Background: an optimization exercise with open tools, aiming at small area, a short achievable clock period and few clock cycles per item. Do not read the settings as production practice. The RTL was checked by simulation tests, not by an equivalence proof against the original design.

## design/flow/config.mk

```make
export PLATFORM = sky130hd
export DESIGN_NAME = sdr_cbuild
export DESIGN_NICKNAME = sdr_cbuild
export VERILOG_FILES = /design/flow/design.v
export SDC_FILE = /design/flow/constraint.sdc
export NUM_CORES = 4
export LEC_CHECK = 0
export CAP_MARGIN = 20
export CORE_MARGIN = 2
export CORE_UTILIZATION = 40
export SLEW_MARGIN = 20
```

## design/flow/constraint.sdc

```tcl
create_clock -name core_clock -period 13.0 [get_ports {clk}]
set_input_delay 2.6000 -clock core_clock [delete_from_list [all_inputs] [get_ports {clk}]]
set_output_delay 2.6000 -clock core_clock [all_outputs]
set_load 0.01 [all_outputs]
```

## design/flow/design.v

```verilog
module sdr_cbuild (
    input  wire        clk,
    input  wire        rst,          
    input  wire        start,        
    input  wire        qam,          
    input  wire [15:0] arg,          
    output reg         busy,
    output reg         done,         
    output reg  [7:0]  err,          
    output reg  [31:0] cinfo,        
    output reg         clut_we,
    output reg  [7:0]  clut_waddr,
    output reg  [31:0] clut_wdata
);
    localparam S_IDLE  = 4'd0,
               S_CHECK = 4'd1,
               S_KSRCH = 4'd2,
               S_PSUM  = 4'd3,
               S_PSCL  = 4'd4,
               S_LEVEL = 4'd5,
               S_DIV   = 4'd6,
               S_SQRT  = 4'd7,
               S_ROUND = 4'd8,
               S_WRITE = 4'd9,
               S_DONE  = 4'd10;
    localparam DIVW = 55;    
    reg  [3:0]  state;
    reg         mode;        
    reg  [15:0] m_arg;       
    reg  [4:0]  k_side;      
    reg  [8:0]  nlev;        
    reg  [8:0]  pidx;        
    reg  [23:0] p_sum;       
    reg  [8:0]  idx;         
    reg  [8:0]  ia;          
    reg  [8:0]  ib;          
    reg         comp;        
    reg         neg;         
    reg  [DIVW-1:0] dq;      
    reg  [23:0] rem;         
    reg  [5:0]  cnt;         
    reg  [33:0] sq_x;        
    reg  [19:0] sq_rem;
    reg  [16:0] sq_root;
    reg  [15:0] val_i;       
    wire [8:0]  lev_idx = comp ? ib : ia;
    wire signed [10:0] lev = $signed({1'b0, lev_idx, 1'b0}) - $signed({2'b0, nlev}) + 11'sd1;
    wire [9:0]  lev_abs = lev[10] ? -lev[9:0] : lev[9:0];
    wire [17:0] lev_sq  = lev_abs[8:0] * lev_abs[8:0];
    wire [26:0] lev_sqm = lev_sq * m_arg[8:0];
    wire signed [10:0] plev = $signed({1'b0, pidx, 1'b0}) - $signed({2'b0, nlev}) + 11'sd1;
    wire [9:0]  plev_abs = plev[10] ? -plev[9:0] : plev[9:0];
    wire [17:0] plev_sq  = plev_abs[8:0] * plev_abs[8:0];
    wire [24:0] div_trial = {rem, dq[DIVW-1]} - {1'b0, p_sum};
    wire        div_ge    = ~div_trial[24];
    wire [19:0] sq_cur   = {sq_rem[17:0], sq_x[33:32]};
    wire [19:0] sq_test  = {1'b0, sq_root, 2'b01};
    wire        sq_ge    = sq_cur >= sq_test;
    wire [16:0] rnd      = (sq_root + 17'd1) >> 1;
    wire [15:0] rnd_sgn  = neg ? -rnd[15:0] : rnd[15:0];
    wire        pow2 = (m_arg[8:0] & (m_arg[8:0] - 9'd1)) == 9'd0;
    reg  [3:0]  log2m;
    integer     j;
    always @(*) begin
        log2m = 4'd0;
        for (j = 0; j < 9; j = j + 1)
            if (m_arg[j]) log2m = j[3:0];
    end
    always @(posedge clk) begin
        if (rst) begin
            state      <= S_IDLE;
            busy       <= 1'b0;
            done       <= 1'b0;
            err        <= 8'd0;
            cinfo      <= 32'd0;
            clut_we    <= 1'b0;
            clut_waddr <= 8'd0;
            clut_wdata <= 32'd0;
            mode       <= 1'b0;
            m_arg      <= 16'd0;
        end else begin
            done    <= 1'b0;
            clut_we <= 1'b0;
            case (state)
            S_IDLE: begin
                if (start) begin
                    mode  <= qam;
                    m_arg <= arg;
                    busy  <= 1'b1;
                    err   <= 8'd0;
                    state <= S_CHECK;
                end
            end
            S_CHECK: begin
                if (m_arg == 16'd0) begin
                    err <= 8'h11; busy <= 1'b0; done <= 1'b1; state <= S_IDLE;
                end else if (m_arg == 16'd1) begin
                    err <= 8'h21; busy <= 1'b0; done <= 1'b1; state <= S_IDLE;
                end else if (m_arg > 16'd256) begin
                    err <= 8'h31; busy <= 1'b0; done <= 1'b1; state <= S_IDLE;
                end else if (mode) begin
                    k_side <= 5'd1;
                    state  <= S_KSRCH;
                end else begin
                    nlev  <= m_arg[8:0];
                    pidx  <= 9'd0;
                    p_sum <= 24'd0;
                    state <= S_PSUM;
                end
            end
            S_KSRCH: begin
                if ((k_side + 5'd1) * (k_side + 5'd1) <= m_arg[8:0]) begin
                    k_side <= k_side + 5'd1;
                end else if (k_side * k_side != m_arg[8:0]) begin
                    err <= 8'h41; busy <= 1'b0; done <= 1'b1; state <= S_IDLE;
                end else begin
                    nlev  <= {4'd0, k_side};
                    pidx  <= 9'd0;
                    p_sum <= 24'd0;
                    state <= S_PSUM;
                end
            end
            S_PSUM: begin
                p_sum <= p_sum + plev_sq;
                pidx  <= pidx + 9'd1;
                if (pidx == nlev - 9'd1)
                    state <= mode ? S_PSCL : S_LEVEL;
                idx  <= 9'd0;
                ia   <= 9'd0;
                ib   <= 9'd0;
                comp <= 1'b0;
            end
            S_PSCL: begin
                p_sum <= p_sum * {k_side, 1'b0};
                state <= S_LEVEL;
            end
            S_LEVEL: begin
                neg   <= lev[10];
                dq    <= {lev_sqm[24:0], 30'd0};    
                rem   <= 24'd0;
                cnt   <= 6'd0;
                state <= S_DIV;
            end
            S_DIV: begin
                rem <= div_ge ? div_trial[23:0] : {rem[22:0], dq[DIVW-1]};
                dq  <= {dq[DIVW-2:0], div_ge};
                cnt <= cnt + 6'd1;
                if (cnt == DIVW - 1) state <= S_SQRT;
                sq_rem  <= 20'd0;
                sq_root <= 17'd0;
            end
            S_SQRT: begin
                if (cnt == DIVW) begin
                    sq_x <= dq[33:0];
                    cnt  <= 6'd0;
                end else begin
                    sq_rem  <= sq_ge ? sq_cur - sq_test : sq_cur;
                    sq_root <= {sq_root[15:0], sq_ge};
                    sq_x    <= {sq_x[31:0], 2'b00};
                    cnt     <= cnt + 6'd1;
                    if (cnt == 6'd16) state <= S_ROUND;
                end
            end
            S_ROUND: begin
                if (mode && !comp) begin
                    val_i <= rnd_sgn;
                    comp  <= 1'b1;
                    state <= S_LEVEL;
                end else begin
                    clut_we    <= 1'b1;
                    clut_waddr <= idx[7:0];
                    clut_wdata <= mode ? {val_i, rnd_sgn} : {rnd_sgn, 16'd0};
                    state      <= S_WRITE;
                end
            end
            S_WRITE: begin
                comp <= 1'b0;
                idx  <= idx + 9'd1;
                if (mode) begin
                    if (ib == nlev - 9'd1) begin
                        ib <= 9'd0;
                        ia <= ia + 9'd1;
                    end else begin
                        ib <= ib + 9'd1;
                    end
                end else begin
                    ia <= ia + 9'd1;
                end
                state <= (idx == m_arg[8:0] - 9'd1) ? S_DONE : S_LEVEL;
            end
            S_DONE: begin
                cinfo <= {1'b1, 13'd0, pow2, mode, pow2 ? log2m : 4'd0, 3'd0, m_arg[8:0]};
                busy  <= 1'b0;
                done  <= 1'b1;
                state <= S_IDLE;
            end
            default: state <= S_IDLE;
            endcase
        end
    end
endmodule
```

## design/flow/run.sh

```bash
#!/bin/bash
# synth_recipe.tcl (not shown) runs the flow's synth.tcl, then flattens the netlist and writes it again
# the make line also repeats each setting of config.mk as NAME=value (left out here)
make -C /OpenROAD-flow-scripts/flow DESIGN_CONFIG=/design/flow/config.mk WORK_HOME=/design/flow/orfs CLKGATE_MAP_FILE= SYNTH_SCRIPT=/design/flow/synth_recipe.tcl finish
```

==> flow_metrics.env <==
export IMPL_netlist_area_um2=31700
export IMPL_setup_slack_ns=0.640
export IMPL_dr_pass1_iters=6
export IMPL_cts_max_level=2
export IMPL_layout_commonest_cell="inv_1"
export IMPL_max_stage_delay_ns=0.59
export IMPL_hold_path_end="clut_waddr[4]$_SDFFE_PP0P_"
export IMPL_hpwl_um=58800
export IMPL_synth_cells=3439
export IMPL_required_ns=13.43
export IMPL_cp_end_kind="flop"
export IMPL_rr_endpoint="dq[54]$_DFFE_PP_"
export IMPL_fmax_mhz=80.9
export IMPL_grt_pass1_wl_um=129000
export IMPL_start_util=0.402
export IMPL_wl_per_cell_um=17.2
export IMPL_clkLatencyLatePin_ns=0.60
export IMPL_synth_edf_count=246
export IMPL_cts_hold_buffers=0
export IMPL_drt_total_wl_um=78800
export IMPL_worstPathMaxFanout=10
export IMPL_grt_max_degree=81
export IMPL_ctsRootBufferMaster="clkbuf_16"
export IMPL_r2r_slack_ns=0.64
export IMPL_vias=23990
export IMPL_vias_per_cell=5.24
export IMPL_gp_congestion=0.852
export IMPL_finalMaxSlewViolations=0
export IMPL_grt_pass1_vias=23857
export IMPL_fin_skew_ns=0.0192
export IMPL_hp_start="clut_waddr[4]$_SDFFE_PP0P_"
export IMPL_hold_viol=0
export IMPL_cts_tree="yes"
export IMPL_ys_warn_count=1
export IMPL_synth_seq_area_share=0.286
export IMPL_min_period_ns=12.36
export IMPL_antenna_left=0
export IMPL_grtUsageTotal=0.195
export IMPL_die_h_um=285
export IMPL_ys_ff_latch=330
export IMPL_ys_top_cells_by_area="edfxtp_1 23%, fa_1 16%, ha_1 11%"
export IMPL_ios=103
export IMPL_num_rows=103
export IMPL_drive_gt1_frac=0.0680
export IMPL_fp_coreArea_um2=78700
export IMPL_nNetsFinal=4035
export IMPL_setup_viol=0
export IMPL_grt_met2_usage=0.300
export IMPL_final_cell_count_no_fill=4578
export IMPL_cp_start_kind="flop"
export IMPL_grtUsageMet1=0.289
export IMPL_fin_crit_sh=0.951
export IMPL_path_class="reg2reg"
export IMPL_syn_avg_cell_area_um2=9.21
export IMPL_final_cell_mix="413 x inv_1, 345 x nor2_1, 314 x nand2_1, 265 x ha_1, 254 x fa_1"
export IMPL_die_w_um=285
export IMPL_worst_pin_slew_ns=1.04
export IMPL_area_growth_pct=11.4
export IMPL_dpl_cell_count=4492
export IMPL_fillers=7643
export IMPL_finalSetupTns_ns=0
export IMPL_grt_overflow_total=0
export IMPL_clk_pin_slew_ns=0.06
export IMPL_relSlewSlack=0.304
export IMPL_multi_input_area_um2=20600
export IMPL_busiest_layer="met2"
export IMPL_place_area_um2=33700
export IMPL_dieArea_um2=81400
export IMPL_drtIter0Drc=1779
export IMPL_status="timing/DRC/antenna clean"
export IMPL_cts_sinks=330
export IMPL_maxCapViolations=0
export IMPL_r2r_start="comp$_DFFE_PP_"
export IMPL_grt_util_met3=0.0278
export IMPL_hold_path_class="reg2reg"
export IMPL_yosys_area_top_type="edfxtp_1"
export IMPL_antenna_found_initial=1
export IMPL_synth_ff_type="edfxtp_1"
export IMPL_async_flop_share=0
export IMPL_crit_top_cell="fa_1"
export IMPL_portBuffers=82
export IMPL_cts_buffer_depth=3
export IMPL_dp_slack_ns=0.310
export IMPL_synth_top_area_frac=0.233
export IMPL_drcViolationCount=0
export IMPL_yosysUniqueCellTypes=95
export IMPL_cts_made_buffers=41
export IMPL_hold_depth=2
export IMPL_fin_area_um2=35300
export IMPL_ff_latch_area_um2=9070
export IMPL_critPathSlowestCell="or4_1"
export IMPL_critical_path_arrival_ns=12.79
export IMPL_antenna_cells=0
export IMPL_worstRegToRegCells=43
metal layers:
metal	routed length, µm	part of all wire	vias up
met5	0	0	-
met1	38500	0.49	11671
met4	1390	0.018	0
met3	4000	0.051	98
met2	34900	0.44	507
li1	-	-	11714
worst max-delay path by stage:
stage	slack, ns	endpoint	from
2_1_floorplan	0.52	dq[54]$_DFFE_PP_	comp$_DFFE_PP_
3_3_place_gp	0.46	dq[54]$_DFFE_PP_	ib[1]$_SDFFCE_PP0P_
3_5_place_dp	0.31	dq[54]$_DFFE_PP_	ib[1]$_SDFFCE_PP0P_
4_1_cts	0.23	dq[54]$_DFFE_PP_	comp$_DFFE_PP_
5_1_grt	-0.01	dq[54]$_DFFE_PP_	comp$_DFFE_PP_
6_report	0.64	dq[54]$_DFFE_PP_	comp$_DFFE_PP_
kinds of logic (layout without fill, tap and decap cells):
| group | count (synthesis) | in the layout | synth area share |
|---|---|---|---|
| AND/OR/NAND/NOR | 1107 | 1107 | 0.164 |
| buffers and inverters | 572 | 642 | 0.0706 |
| AO/OA/AOI/OAI | 598 | 598 | 0.121 |
| XOR/XNOR | 239 | 239 | 0.0681 |
| other | 2 | 21 | 0.000237 |
| flip-flops | 330 | 330 | 0.286 |
| adder cells (fa/ha/maj) | 520 | 520 | 0.266 |
| multiplexers | 71 | 71 | 0.0243 |
cell type report:
class / instances / share of cell area
repair buffers: 147 / 0.0375
inverters: 419 / 0.0446
well taps: 1050 / 0.0372
flip-flops and latches: 330 / 0.257
clock inverters: 30 / 0.0105
clock buffers: 46 / 0.0302
multi-input cells: 2556 / 0.583
cells in the mapped netlist, drive strengths merged (7+ instances only):
cell type	count
mux2	44
o22ai	20
nand4	26
nor2b	27
o21a	22
nor4	18
nor3b	7
dfxtp	84
a22oi	13
o211ai	9
clkbuf	122
a31oi	27
and2	81
nand3	80
ha	266
o31ai	26
xor2	74
a211o	14
nand2b	37
o21ai	134
inv	415
o21bai	17
a211oi	31
mux2i	27
a2111oi	7
or4	7
xnor2	165
fa	254
and3	55
edfxtp	246
or3	17
nand2	316
a21boi	9
nor3	56
nor2	349
buf	31
or2	18
a21o	44
a21oi	172
worst max-delay path, delay by kind of cell (launching register included):
kind                     cells  cell delay (ns)
flip-flops                   1             0.40
AO/OA/AOI/OAI               11             2.57
AND/OR/NAND/NOR              9             2.41
XOR/XNOR                     3             0.51
buffers and inverters        7             0.48
multiplexers                 1             0.34
adder cells (fa/ha/maj)     12             5.48
metrics by stage:
stage / utilization / hold WS [ns]
floorplan: - / 0.464
global placement: 0.428 / 0.441
detailed placement: 0.428 / 0.448
CTS: 0.446 / 0.457
global route: 0.448 / 0.471
finish: 0.448 / 0.456
registers in the layout (all words and copies together), names as in the netlist, 16 cells and up:
signal and flops:
dq 55, sq_x 34, clut_wdata 32, p_sum 24, rem 24, sq_rem 18, sq_root 17, cinfo 16
m_arg 16, val_i 16
timing repair:
item,in CTS,in global routing
resized for setup,0,14
endpoints found under the setup margin,0,3
setup buffers,0,9
Testbench counts, summed over its fixed seeds: cycles 1,230,930, builds 96.

-- port drivers added, routing unchanged --
The flow's constraints put no driver on any port. The routed layout listed below was extracted and timed again, unchanged, in two steps.
Step 1: set_driving_cell puts a clkbuf_16 on clk and a buf_2 on each other input, an assumption about the parent block.
Step 2, shift: input delay + t, output delay - t, t = (earliest + latest rising clock arrival at the registers) / 2. This alone moves slack from input paths to output paths.
Slacks: ideal / step 1 / step 2; pairs: ideal / step 1.
t, ns: 0.655
setup WS [ns]: 0.640 / 0.640 / 0.640
hold slack, ns: 0.456 / 0.456 / 0.456
worst register clock-pin slew, ns: 0.07 / 0.07
After both steps setup and hold are still met in this run. The setup slack of this run moves by 0.000 ns with the drivers and by 0.000 ns with both steps.
